Context: an optimization exercise on an open-source flow, tuned for small area, a short achievable clock period and few clock cycles per item. The choices shown serve that exercise and are no tape-out recipe. The RTL was checked by simulation tests, not by an equivalence proof against the original design.

==> v27 <==
==> flow/design.v (excerpt) <==
module mac_unit (
    input  wire        clk,
    input  wire        rst,          
    input  wire        cmd_valid,
    output wire        cmd_ready,
    input  wire [2:0]  cmd_op,
    input  wire [31:0] cmd_data,
    input  wire [1:0]  cmd_len,      
    input  wire [79:0] cmd_tag,      
    output reg         rsp_valid,
    output reg         rsp_ok,
    output wire [79:0] rsp_tag,
    output reg  [1:0]  mac_st,
    output reg  [3:0]  err
);
clock: 10.0 ns
lec_check: 0
cap_margin: 20
core_margin: 2
core_utilization: 25
place_density: 0.4
setup_slack_margin: 5
slew_margin: 20
run.sh (not shown) runs the stock make flow with config.mk's settings and CLKGATE_MAP_FILE= SYNTH_SCRIPT=/design/flow/synth_recipe.tcl, a recipe that flattens the netlist after the stock synthesis.
==> inputs of v31, as changes to v27 <==
--- a/flow/design.v
+++ b/flow/design.v
@@ -78,27 +78,12 @@
         csa_s = x ^ y ^ z;
     endfunction
     function [31:0] csa_c;
         input [31:0] x, y, z;
         csa_c = {((x[30:0] & y[30:0]) | (x[30:0] & z[30:0]) | (y[30:0] & z[30:0])), 1'b0};
     endfunction
-    function [31:0] add_ks;
-        input [31:0] x, y;
-        reg [31:0] gg, pp;
-        integer k, j;
-        begin
-            gg = x & y;
-            pp = x ^ y;
-            for (k = 1; k < 32; k = k * 2)
-                for (j = 31; j >= k; j = j - 1) begin
-                    gg[j] = gg[j] | (pp[j] & gg[j-k]);
-                    pp[j] = pp[j] & pp[j-k];
-                end
-            add_ks = x ^ y ^ {gg[30:0], 1'b0};
-        end
-    endfunction
     reg [383:0] keys;           
     reg [3:0]   key_cnt;        
     wire        keys_valid = (key_cnt == 4'd12);
     reg [3:0]   nb;             
     reg [2:0]   iv_cnt;         
     reg         ready;          
@@ -117,22 +102,23 @@
     reg         pad_len;        
     reg         start_ipad;     
     reg         lpend;          
     reg [2:0]   ljob;
     reg         run;            
     reg         addc;           
+    reg         copyc;          
     reg         fin;            
     reg [6:0]   u;              
     reg [2:0]   job;
     reg [255:0] hs;             
     reg [31:0]  a, b, c, d, e, f, g, h;
-    reg [31:0]  hk;             
+    reg [31:0]  ts, tc;         
+    reg [31:0]  kn;             
+    reg [31:0]  x;              
     reg [31:0]  wn;             
-    reg [31:0]  w [1:15];       
-    reg         sel_wn, sel_blk, sel_key;
-    reg [31:0]  xc;             
+    reg [31:0]  w [2:15];       
     integer i;
     assign cmd_ready = ready;
     assign rsp_tag   = tag_out ? hs[255:176] : 80'd0;
     wire accept = cmd_valid && ready;
     wire ok     = (err == 4'd0);
     wire c_abort = accept && cmd_op == OP_ABORT;
@@ -171,56 +157,57 @@
         default: pad_word = {acc, 8'h80};
         endcase
     end
     wire [63:0] bitlen  = {28'd0, msglen, 3'd0};
     wire blk_full = wc[4];
     wire iv_in    = (iv_cnt != 3'd0);
-    wire pad_in   = !iv_in && !blk_full && !sel_blk && (pad_first || pad_fill);
+    wire pad_in   = !iv_in && !blk_full && !sel_blk_nx && (pad_first || pad_fill);
     wire blk_in   = upd_word || iv_in || pad_in;
     reg [31:0] in_word;
     always @(*) begin
         if (iv_in)               in_word = keys[383:352];
         else if (pad_first)      in_word = pad_word;
         else if (pad_fill)       in_word = (pad_len && wc == 5'd14) ? bitlen[63:32] :
                                            (pad_len && wc == 5'd15) ? bitlen[31:0] : 32'd0;
         else                     in_word = pack[55:24];
     end
-    wire [31:0] S1  = {e[5:0], e[31:6]} ^ {e[10:0], e[31:11]} ^ {e[24:0], e[31:25]};
-    wire [31:0] CH  = (e & f) ^ (~e & g);
     wire [31:0] S0  = {a[1:0], a[31:2]} ^ {a[12:0], a[31:13]} ^ {a[21:0], a[31:22]};
     wire [31:0] MJ  = (a & b) | (a & c) | (b & c);
-    wire [31:0] a_s1 = csa_s(hk, S1, CH);
-    wire [31:0] a_c1 = csa_c(hk, S1, CH);
-    wire [31:0] e_s = csa_s(a_s1, a_c1, d);
-    wire [31:0] e_c = csa_c(a_s1, a_c1, d);
-    wire [31:0] e_new = add_ks(e_s, e_c);
+    wire [31:0] e_s = csa_s(ts, tc, d);
+    wire [31:0] e_c = csa_c(ts, tc, d);
+    wire [31:0] e_new = e_s + e_c;
+    wire [31:0] a_s1 = csa_s(ts, tc, MJ);
+    wire [31:0] a_c1 = csa_c(ts, tc, MJ);
     wire [31:0] a_s2 = csa_s(a_s1, a_c1, S0);
     wire [31:0] a_c2 = csa_c(a_s1, a_c1, S0);
-    wire [31:0] a_s3 = csa_s(a_s2, a_c2, MJ);
-    wire [31:0] a_c3 = csa_c(a_s2, a_c2, MJ);
-    wire [31:0] a_new = add_ks(a_s3, a_c3);
-    wire [31:0] x = sel_wn ? wn : sel_blk ? blk[511:480] : ((sel_key ? keys[255:224] : 32'd0) ^ xc);
-    wire [31:0] ws0 = {w[2][6:0], w[2][31:7]} ^ {w[2][17:0], w[2][31:18]} ^ (w[2] >> 3);
-    wire [31:0] ws1 = {w[15][16:0], w[15][31:17]} ^ {w[15][18:0], w[15][31:19]} ^ (w[15] >> 10);
-    wire [31:0] w_s1 = csa_s(w[1], ws0, w[10]);
-    wire [31:0] w_c1 = csa_c(w[1], ws0, w[10]);
+    wire [31:0] a_new = a_s2 + a_c2;
+    wire [31:0] ws0 = {w[3][6:0], w[3][31:7]} ^ {w[3][17:0], w[3][31:18]} ^ (w[3] >> 3);
+    wire [31:0] ws1 = {x[16:0], x[31:17]} ^ {x[18:0], x[31:19]} ^ (x >> 10);
+    wire [31:0] w_s1 = csa_s(w[2], ws0, w[11]);
+    wire [31:0] w_c1 = csa_c(w[2], ws0, w[11]);
     wire [31:0] w_s2 = csa_s(w_s1, w_c1, ws1);
     wire [31:0] w_c2 = csa_c(w_s1, w_c1, ws1);
     wire [31:0] w_calc = w_s2 + w_c2;
-    wire        ld_init = lpend && (ljob == J_IPAD || ljob == J_OPAD);
-    wire [31:0] ph    = lpend ? (ld_init ? H_INIT[31:0] : hs[31:0]) : g;
-    wire [31:0] kn    = kconst(u[5:0]);
+    wire [255:0] ld_st = hs;
+    wire [31:0] ph    = lpend ? ld_st[31:0] : g;
     wire [31:0] p_s1  = csa_s(ph, kn, x);
     wire [31:0] p_c1  = csa_c(ph, kn, x);
-    wire [31:0] hk_nx = add_ks(p_s1, p_c1);
+    wire [31:0] hk_nx = p_s1 + p_c1;
+    wire [31:0] ne    = lpend ? ld_st[127:96] : e_new;
+    wire [31:0] nf    = lpend ? ld_st[95:64]  : e;
+    wire [31:0] ng    = lpend ? ld_st[63:32]  : f;
+    wire [31:0] S1  = {ne[5:0], ne[31:6]} ^ {ne[10:0], ne[31:11]} ^ {ne[24:0], ne[31:25]};
+    wire [31:0] CH  = (ne & nf) ^ (~ne & ng);
+    wire [31:0] ts_nx = csa_s(hk_nx, S1, CH);
+    wire [31:0] tc_nx = csa_c(hk_nx, S1, CH);
     wire [31:0] ff_a = hs[159:128] + a;
     wire [31:0] ff_e = hs[31:0] + e;
-    wire idle    = !run && !addc && !lpend && !start_ipad;
+    wire idle    = !run && !addc && !copyc && !lpend && !start_ipad;
     wire go_blk  = blk_full && ((addc && (job == J_IPAD || job == J_MSG)) || idle);
-    wire lpend_nx = start_ipad || (addc && (job == J_FINB || job == J_OPAD)) || go_blk;
-    wire [2:0] ljob_nx = start_ipad ? J_IPAD : (addc && job == J_FINB) ? J_OPAD :
+    wire lpend_nx = start_ipad || copyc || (addc && job == J_OPAD) || go_blk;
+    wire [2:0] ljob_nx = start_ipad ? J_IPAD : copyc ? J_OPAD :
                          (addc && job == J_OPAD) ? J_OUT : blk_fin ? J_FINB : J_MSG;
     wire last    = u[6];                          
     wire run_nx  = !start_ipad && (lpend || (run && !last));
     wire [2:0] job_nx = lpend ? ljob : job;
     wire [6:0] u_nx  = lpend_nx ? 7'd0 : u + 7'd1;
     wire keyjob_nx = lpend_nx ? (ljob_nx == J_IPAD || ljob_nx == J_OPAD)
@@ -234,13 +221,15 @@
     wire [31:0] xc_nx = keyjob_nx ? (((lpend_nx ? ljob_nx : job_nx) == J_IPAD) ? 32'h36363636 : 32'h5c5c5c5c) :
                         (outjob_nx && u_nx == 7'd8)  ? 32'h80000000 :
                         (outjob_nx && u_nx == 7'd15) ? 32'd768 : 32'd0;
     wire rsp_wait_nx = c_fin || (rsp_wait && !fin);
     wire [4:0] wc_nx = c_new ? 5'd0 : (lpend && ljob != J_IPAD && ljob != J_OPAD && ljob != J_OUT) ? 5'd0 :
                        blk_in ? wc + 5'd1 : wc;
-    wire [3:0] nb_nx = c_new ? 4'd9 : (nb != 4'd0) ? nb - 4'd1 : 4'd0;
+    wire [31:0] x_nx = sel_wn_nx ? wn : sel_blk_nx ? blk[511:480] :
+                       ((sel_key_nx ? keys[255:224] : 32'd0) ^ xc_nx);
+    wire [3:0] nb_nx = c_new ? 4'd8 : (nb != 4'd0) ? nb - 4'd1 : 4'd0;
     always @(posedge clk) begin
         if (rst) begin
             ready      <= 1'b1;
             rsp_wait   <= 1'b0;
             key_cnt    <= 4'd0;
             mac_st     <= ST_NONE;
@@ -254,16 +243,14 @@
             pad_first  <= 1'b0;
             pad_fill   <= 1'b0;
             start_ipad <= 1'b0;
             lpend      <= 1'b0;
             run        <= 1'b0;
             addc       <= 1'b0;
+            copyc      <= 1'b0;
             fin        <= 1'b0;
-            sel_wn     <= 1'b0;
-            sel_blk    <= 1'b0;
-            sel_key    <= 1'b0;
         end else begin
             rsp_valid <= 1'b0;
             rsp_ok    <= 1'b0;
             tag_out   <= 1'b0;
             if (c_abort) begin
                 err     <= 4'd0;
@@ -310,16 +297,14 @@
                 pad_fill  <= 1'b0;
             end
             start_ipad <= c_new;
             lpend   <= lpend_nx;
             run     <= run_nx;
             addc    <= run && last && !start_ipad;
+            copyc   <= addc && job == J_FINB && !start_ipad;
             fin     <= addc && job == J_OUT && !start_ipad;
-            sel_wn  <= sel_wn_nx;
-            sel_blk <= sel_blk_nx;
-            sel_key <= sel_key_nx;
             if (fin) begin
                 rsp_valid <= 1'b1;
                 if (is_verify) begin
                     if (hs[255:176] == exp_tag) begin
                         rsp_ok <= 1'b1;
                         mac_st <= ST_FINAL;
@@ -330,20 +315,20 @@
                     rsp_ok  <= 1'b1;
                     tag_out <= 1'b1;
                     mac_st  <= ST_FINAL;
                 end
             end
             rsp_wait <= rsp_wait_nx;
-            ready    <= !rsp_wait_nx && !wc_nx[4] && !sel_blk_nx && !(lpend_nx && ljob_nx != J_IPAD) &&
+            ready    <= !rsp_wait_nx && !wc_nx[4] && !(sel_blk_nx && u_nx[3:0] != 4'd15) &&
                         nb_nx == 4'd0;
         end
     end
     always @(posedge clk) begin
         if (c_key || iv_in)
             keys[383:256] <= {keys[351:256], c_key ? keys[255:224] : keys[383:352]};
-        if (c_key || sel_key)
+        if (c_key || sel_key_nx)
             keys[255:0]   <= {keys[223:0], c_key ? cmd_data : keys[255:224]};
         if (c_fin) begin
             is_verify <= (cmd_op == OP_VERIFY);
             exp_tag   <= cmd_tag;
         end
         if (c_new) begin
@@ -358,39 +343,41 @@
         if (pad_in && pad_first)
             pad_len <= (wc <= 5'd13) || (wc == 5'd15);
         if (pad_in && pad_fill && wc == 5'd15)
             pad_len <= 1'b1;
         if (blk_in && wc == 5'd15)
             blk_fin <= pad_fill && pad_len;
-        if (blk_in || sel_blk)
+        if (blk_in || sel_blk_nx)
             blk <= {blk[479:0], in_word};
-        if (lpend && ljob == J_OPAD)
+        if (copyc)
             blk[511:256] <= hs;
         if (lpend) begin
-            {a, b, c, d, e, f, g, h} <= ld_init ? H_INIT : hs;
+            {a, b, c, d, e, f, g, h} <= ld_st;
         end else begin
             h <= g;
             g <= f;
             f <= e;
             e <= e_new;
             d <= c;
             c <= b;
             b <= a;
             a <= a_new;
         end
-        hk  <= hk_nx;
+        ts  <= ts_nx;
+        tc  <= tc_nx;
+        kn  <= kconst(u_nx[5:0]);
         wn  <= w_calc;
-        for (i = 1; i < 15; i = i + 1)
+        for (i = 2; i < 15; i = i + 1)
             w[i] <= w[i+1];
         w[15] <= x;
+        x   <= x_nx;
         u   <= u_nx;
-        xc  <= xc_nx;
         if (lpend)
             job <= ljob;
         if (lpend_nx)
             ljob <= ljob_nx;
         if (addc || (run && u >= 7'd62))
             hs <= {ff_a, hs[255:160], ff_e, hs[127:32]};
-        if (ld_init)
+        if (start_ipad || copyc)
             hs <= H_INIT;
     end
 endmodule
- CORE_UTILIZATION: 25 -> 45
- CTS_CLUSTER_DIAMETER: unset -> 100
- CTS_CLUSTER_SIZE: unset -> 30
- PLACE_DENSITY: 0.4 -> 0.6
==> comparison table <==
quantity                                                                                      v31                      v27
Outcome                                                                   complete, no violations  complete, no violations
Final critical path time including I/O delays and setup                                   4900 ps                  4940 ps
Clk Latency, worst-skew pair                                                               790 ps                   930 ps
Most congested layer reported by global routing                                              met1                     met2
Routed wirelength normalized by instance count                                            27.9 µm                  24.5 µm
Clock transition at the registers of the reported paths                                    120 ps                    60 ps
Buffer share of cell area                                                                  0.0328                   0.0296
Top-area cell type share of the netlist area                                                0.347                    0.347
Number of flip-flops and latches in the synthesized netlist                                  2173                     2150
Endpoint of the worst hold-timing path                                           w[7][11]$_DFF_P_         w[7][30]$_DFF_P_
Number of resized instances in the post-cts repair step                                        23                       78
Headroom to the max-slew limit                                                              0.157                    0.204
Setup Fix Bufs, Post-CTS                                                                       10                       13
Library cell contributing the largest single delay on the critical path  sky130_fd_sc_hd__dfxtp_1    sky130_fd_sc_hd__fa_1
Testbench counts of v27, summed over its fixed seeds: cycles 60,812, bytes 38,480.
Testbench counts of v31, summed over its fixed seeds: cycles 60,892, bytes 38,480.

-- port drivers added, routing unchanged --
The flow's constraints put no driver on any port. The routed layouts listed below were extracted and timed again, unchanged, in two steps.
Step 1 assumes that a clkbuf_16 drives the clock port and a buf_2 every other input.
Step 2 times the ports against the registers' clock, not the clock port: input delays grow and output delays shrink by t, the midpoint of the rising clock arrivals with the driver on.
Three values: no drivers, after step 1, after step 2; two values: the first two.
run | t, ns | setup WS [ns] | worst hold slack (ns) | worst register clock-pin slew, ns | pins driven straight from the clock port
v27 | 0.994 | 5.055 / 5.055 / 4.507 | 0.283 / 0.283 / 0.283 | 0.07 / 0.07 | 1
v31 | 0.847 | 5.101 / 5.101 / 4.396 | 0.317 / 0.317 / 0.317 | 0.12 / 0.12 | 1
After both steps every run listed still meets setup and hold. For v31, which loses most, drivers alone change the setup slack by 0.000 ns; drivers and shift together by -0.705 ns.
